Background: an optimization exercise with open tools, aiming at small area, a short achievable clock period and few clock cycles. Do not read the settings as production practice. At most, simulation tests tie the RTL to the original design; equivalence was not proved. Power and IR drop assume default switching activity.

Setup of cedar:
==> flow/design.v (excerpt) <==
module ung5_rxdec (
    input  wire        clk,
    input  wire        rst,
    input  wire        start,
    input  wire [7:0]  start_addr,
    input  wire [15:0] start_total,
    input  wire        rx_valid,
    input  wire [7:0]  rx_data,
    output wire        rx_ready,
    input  wire        tick,
    input  wire        dec_start,
    input  wire [5:0]  buf_idx,
    output wire [7:0]  buf_data,
    output wire [1:0]  rx_state,
    output wire [2:0]  rx_reason,
    output wire [6:0]  rx_len,
    output wire [3:0]  err_code,
    output wire        dec_valid,
    output wire [1:0]  dec_kind,
    output wire [1:0]  dec_why,
    output wire [1:0]  dec_class,
    output wire [7:0]  dec_addr,
    output wire [7:0]  dec_ctrl,
    output wire [7:0]  dec_length,
    output wire [7:0]  dec_opc,
    output wire [15:0] dec_crc,
    output wire        dec_etx_ok,
    output wire        dec_stop_ok,
    output wire        dec_addr_ok
);
    wire [31:0] head, tail;
    wire [15:0] crc;
  ...
For scale: ~2200 cells after synthesis, ~620 flip-flops, about 130 I/O pins, ~30000 um2 of cells after synthesis.
Settings: LEC_CHECK=0, CAP_MARGIN=20, CORE_MARGIN=2, CORE_UTILIZATION=30, CTS_BUF_LIST=sky130_fd_sc_hd__clkbuf_4 sky130_fd_sc_hd__clkbuf_8, PLACE_DENSITY=0.5, SETUP_SLACK_MARGIN=2.5, SLEW_MARGIN=20, SYNTH_HIERARCHICAL=1; clock period 7.5 ns.
standard.sh (not shown) runs the stock make flow with config.mk's settings and CLKGATE_MAP_FILE= SYNTH_SCRIPT=/design/flow/synth_recipe.tcl, a recipe that flattens the netlist after the stock synthesis.
==> flow/flow/run.sh <==
#!/bin/bash
# The standard layout (the standard.sh: standard synthesis, floorplan,
# placement, CTS, routing), with every input and output port buffered by
# sky130_fd_sc_hd__buf_2 instead of the cell buffer_ports picks by itself,
# and clock tree synthesis without dummy loads.
# make's full output goes to flow_make.log here; ORFS keeps each step's log
# under orfs/logs/.
set -euo pipefail
export BUFFER_PORTS_ARGS="-buffer_cell sky130_fd_sc_hd__buf_2"
export CTS_ARGS="-sink_clustering_enable -repair_clock_nets -dont_use_dummy_load -sink_clustering_size 16 -sink_clustering_max_diameter 60 -buf_list {sky130_fd_sc_hd__clkbuf_4 sky130_fd_sc_hd__clkbuf_8}"
bash standard.sh > flow_make.log 2>&1
[inputs] tundra vs cedar
diff --git a/flow/flow/run.sh b/flow/flow/run.sh
--- a/flow/flow/run.sh
+++ b/flow/flow/run.sh
@@ -9,3 +9,3 @@
 export BUFFER_PORTS_ARGS="-buffer_cell sky130_fd_sc_hd__buf_2"
-export CTS_ARGS="-sink_clustering_enable -repair_clock_nets -dont_use_dummy_load -sink_clustering_size 16 -sink_clustering_max_diameter 60 -buf_list {sky130_fd_sc_hd__clkbuf_4 sky130_fd_sc_hd__clkbuf_8}"
+export CTS_ARGS="-sink_clustering_enable -repair_clock_nets -dont_use_dummy_load -buf_list {sky130_fd_sc_hd__clkbuf_4 sky130_fd_sc_hd__clkbuf_8}"
 bash standard.sh > flow_make.log 2>&1
--- outcome ---
Destination of the critical timing path = buf_data[7]: tundra; destination of the critical timing path = buf_data[2]: cedar. cedar → tundra: post-detailed-route wirelength per cell has decreased, maximum frequency has remained practically unchanged, multiplexer share of the synthesized area has remained practically unchanged, total routing usage reported by global routing has remained practically unchanged, total wirelength of the detailed-routed design has remained practically unchanged. Every stage of the flow completed for tundra, and the final layout passed the timing, DRC and antenna checks. Final design utilization: tundra vs cedar up 0.67 points.
No functional check of the RTL was part of any run of this note.

## the previous run
ung5_rxdec, a different RTL version from the one above (not shown whole).
Size: roughly 1,800 cells after synthesis, roughly 610 flip-flops, ~130 I/O pins, roughly 27,000 um^2 of cells after synthesis.
clock: 7.5 ns
lec_check: 0
cap_margin: 20
core_margin: 2
core_utilization: 30
cts_buf_list: sky130_fd_sc_hd__clkbuf_4 sky130_fd_sc_hd__clkbuf_8
place_density: 0.5
setup_slack_margin: 2.5
slew_margin: 20
synth_hierarchical: 1
==> flow/flow/run.sh <==
#!/bin/bash
# The standard layout (the standard.sh: standard synthesis, floorplan,
# placement, CTS, routing), with every input and output port buffered by
# sky130_fd_sc_hd__buf_2 instead of the cell buffer_ports picks by itself,
# and clock tree synthesis without dummy loads.
# make's full output goes to flow_make.log here; ORFS keeps each step's log
# under orfs/logs/.
set -euo pipefail
export BUFFER_PORTS_ARGS="-buffer_cell sky130_fd_sc_hd__buf_2"
export CTS_ARGS="-sink_clustering_enable -repair_clock_nets -dont_use_dummy_load -sink_clustering_size 24 -sink_clustering_max_diameter 60 -buf_list {sky130_fd_sc_hd__clkbuf_16}"
bash standard.sh > flow_make.log 2>&1
Testbench counts of the previous run, summed over its fixed seeds: cycles 27,745.
For the current run, these inputs were changed with respect to the previous run:
- SETUP_SLACK_MARGIN changed from 2.5 to 2.0
### Flow results
Per the final summary, the current run finished and its layout is clean on timing, DRC and antenna.
The number of filler cells placed in the layout was comparable across the previous run and the current run.
Max least setup slack across all paths after layout across the previous run and the current run: the previous run
Wire length of the first global-routing pass on the current run is ahead of the previous run.
Delta (the current run minus the previous run): final cycle utilization of the critical path rose by 2.5 points; power after layout fell by 0.60%.

== wip/pepper ==
Another version of the RTL of ung5_rxdec (not shown whole).
For scale: roughly 1900 cells after synthesis, ~620 flip-flops.
clock: 7.5 ns
lec_check: 0
cap_margin: 20
core_margin: 2
core_utilization: 30
cts_buf_list: sky130_fd_sc_hd__clkbuf_4 sky130_fd_sc_hd__clkbuf_8
place_density: 0.5
setup_slack_margin: 3.0
slew_margin: 20
synth_hierarchical: 1
==> flow/flow/run.sh <==
#!/bin/bash
# The standard layout (the standard.sh: standard synthesis, floorplan,
# placement, CTS, routing), with every input and output port buffered by
# sky130_fd_sc_hd__buf_2 instead of the cell buffer_ports picks by itself,
# and clock tree synthesis without dummy loads.
# make's full output goes to flow_make.log here; ORFS keeps each step's log
# under orfs/logs/.
set -euo pipefail
export BUFFER_PORTS_ARGS="-buffer_cell sky130_fd_sc_hd__buf_2"
export CTS_ARGS="-sink_clustering_enable -repair_clock_nets -dont_use_dummy_load -buf_list {sky130_fd_sc_hd__clkbuf_4 sky130_fd_sc_hd__clkbuf_8}"
bash standard.sh > flow_make.log 2>&1
wip/pepper finished every step from synthesis to the final layout, and the layout passed the timing, DRC and antenna checks.
Testbench counts of wip/pepper, summed over its fixed seeds: cycles 28,368.
The following lists how wip/juniper was set up differently from wip/pepper:
- changing SETUP_SLACK_MARGIN from 3.0 to 2.5
-- flow/flow/run.sh --
<<< wip/pepper, line 8
set -euo pipefail
export BUFFER_PORTS_ARGS="-buffer_cell sky130_fd_sc_hd__buf_2"
export CTS_ARGS="-sink_clustering_enable -repair_clock_nets -dont_use_dummy_load -buf_list {sky130_fd_sc_hd__clkbuf_4 sky130_fd_sc_hd__clkbuf_8}"
bash standard.sh > flow_make.log 2>&1
>>> wip/juniper, line 8
set -euo pipefail
export BUFFER_PORTS_ARGS="-buffer_cell sky130_fd_sc_hd__buf_2"
export CTS_ARGS="-sink_clustering_enable -repair_clock_nets -dont_use_dummy_load -sink_clustering_size 24 -sink_clustering_max_diameter 60 -buf_list {sky130_fd_sc_hd__clkbuf_16}"
bash standard.sh > flow_make.log 2>&1
The start point of the critical path comes out buf_idx[1] in one run and buf_idx[0] in the other, namely in wip/pepper and wip/juniper respectively. Compare wip/juniper and wip/pepper | final area higher: wip/pepper. wip/juniper ended up with buf_data[0] as its end point of the critical path; wip/pepper ended up with buf_data[6]. Global-route usage: wip/juniper and wip/pepper compared, lower one is wip/juniper. Going from wip/pepper to wip/juniper, final critical-path share of the clock period decreased by 0.44 points relative to the old numbers; part of the power in combinational logic saw little to no change; global-route met3 utilization stayed essentially flat.
> inputs changed (wip/juniper -> wip/lagoon)
- ABC_AREA now 1, previously not set
-- flow/flow/run.sh --
<<< wip/juniper, line 8
set -euo pipefail
export BUFFER_PORTS_ARGS="-buffer_cell sky130_fd_sc_hd__buf_2"
export CTS_ARGS="-sink_clustering_enable -repair_clock_nets -dont_use_dummy_load -sink_clustering_size 24 -sink_clustering_max_diameter 60 -buf_list {sky130_fd_sc_hd__clkbuf_16}"
bash standard.sh > flow_make.log 2>&1
>>> wip/lagoon, line 8
set -euo pipefail
export BUFFER_PORTS_ARGS="-buffer_cell sky130_fd_sc_hd__buf_2"
export CTS_ARGS="-sink_clustering_enable -repair_clock_nets -dont_use_dummy_load -buf_list {sky130_fd_sc_hd__clkbuf_4 sky130_fd_sc_hd__clkbuf_8}"
bash standard.sh > flow_make.log 2>&1
--- outcome ---
wip/lagoon finished every stage and its layout cleared the timing, DRC and antenna checks.
wip/lagoon vs. wip/juniper: clock buffer count went up by 110%.
Compared with wip/juniper, in wip/lagoon internal power rose by 87 uW; clock skew fell by 35 ps; number of signal-net inverters in the final layout rose by 177; sequential power fell by about 2%.
From wip/juniper to wip/lagoon the numbers moved as follows: power in combinational cells went up, first-pass GRT wire length went up, post-route clock period utilization went down, final routed wire length divided by cell count went down, total power went up.
Between wip/juniper and wip/lagoon, CTS H-tree depth is lower for wip/juniper, wip/lagoon comes in above that.
For wip/lagoon, the launch point of the worst path was buf_idx[2], unlike wip/juniper, where it was buf_idx[0].
> inputs changed (wip/lagoon -> wip/xenon)
- ABC_AREA: 1 -> unset
Findings:
- wip/xenon went all the way through synthesis, placement and routing and the layout is clean on timing, DRC and antenna.
- wip/xenon: fmax 2.2% below wip/lagoon
- Between wip/lagoon and wip/xenon, the flow reports post-synthesis cell type count increasing by more than half.
- Measured against wip/lagoon, the HPWL after detailed placement of wip/xenon comes out at 0.911 times the reference value.
- [compare] base=wip/lagoon new=wip/xenon: via-per-instance ratio now sits higher, share of cell area taken by multi-input logic gates shows a reduction of 2.1 points, clock tree buffer count of the final layout went down by 2, count of nets after finishing went down 38%, final instance count without filler cells went down 1419.
- Per the comparison of wip/xenon with wip/lagoon, layout overhead on the synthesized area now sits higher; count of inserted tapcells now sits lower.
Here is what was changed in the inputs of wip/ember compared with wip/xenon.
- ABC_CLOCK_PERIOD_IN_PS newly set to 2500
## What came out
- Summary of wip/ember over wip/xenon: synthesized cell count neither gained nor lost much; post-place instance area flat; floorplan die area shows no meaningful change; wire length of the first global-routing pass held; weighted congestion at the end of routability-driven global placement stayed essentially flat.
- Diff wip/ember..wip/xenon | detailed-route wire length | unchanged

-- afterwards: timing with drivers on the ports --
How much do the figures lean on ideal ports? The routed layouts below were timed once more, with nothing changed but the port constraints.
Step 1: set_driving_cell puts a clkbuf_16 on clk and a buf_2 on each other input, an assumption about the parent block.
Step 2 times the ports against the registers' clock, not the clock port: input delays grow and output delays shrink by t, the midpoint of the rising clock arrivals with the driver on.
a / b / c = ideal / step 1 / step 2; a / b = the first two.
| run | t (ns) | setup slack, ns | latest minus earliest clock arrival (ns) | cell pins on the clock port's net |
|---|---|---|---|---|
| cedar | 0.722 | 2.321 / 2.227 / 2.227 | 0.120 / 0.119 | 1 |
| tundra | 0.779 | 2.327 / 2.248 / 2.248 | 0.135 / 0.134 | 1 |
| the previous run | 0.630 | 2.300 / 2.103 / 2.103 | 0.071 / 0.072 | 1 |
| the current run | 0.641 | 2.113 / 2.047 / 2.047 | 0.102 / 0.103 | 1 |
| wip/pepper | 0.740 | 2.460 / 2.330 / 2.330 | 0.107 / 0.107 | 1 |
| wip/juniper | 0.679 | 2.493 / 2.362 / 2.362 | 0.130 / 0.130 | 1 |
| wip/lagoon | 0.789 | 2.606 / 2.464 / 2.464 | 0.104 / 0.104 | 1 |
| wip/xenon | 0.737 | 2.498 / 2.392 / 2.392 | 0.130 / 0.131 | 1 |
| wip/ember | 0.737 | 2.498 / 2.392 / 2.392 | 0.130 / 0.131 | 1 |
After both steps setup and hold are still met in every run listed. For the previous run, which loses most, drivers alone change the setup slack by -0.197 ns; drivers and shift together by -0.197 ns.
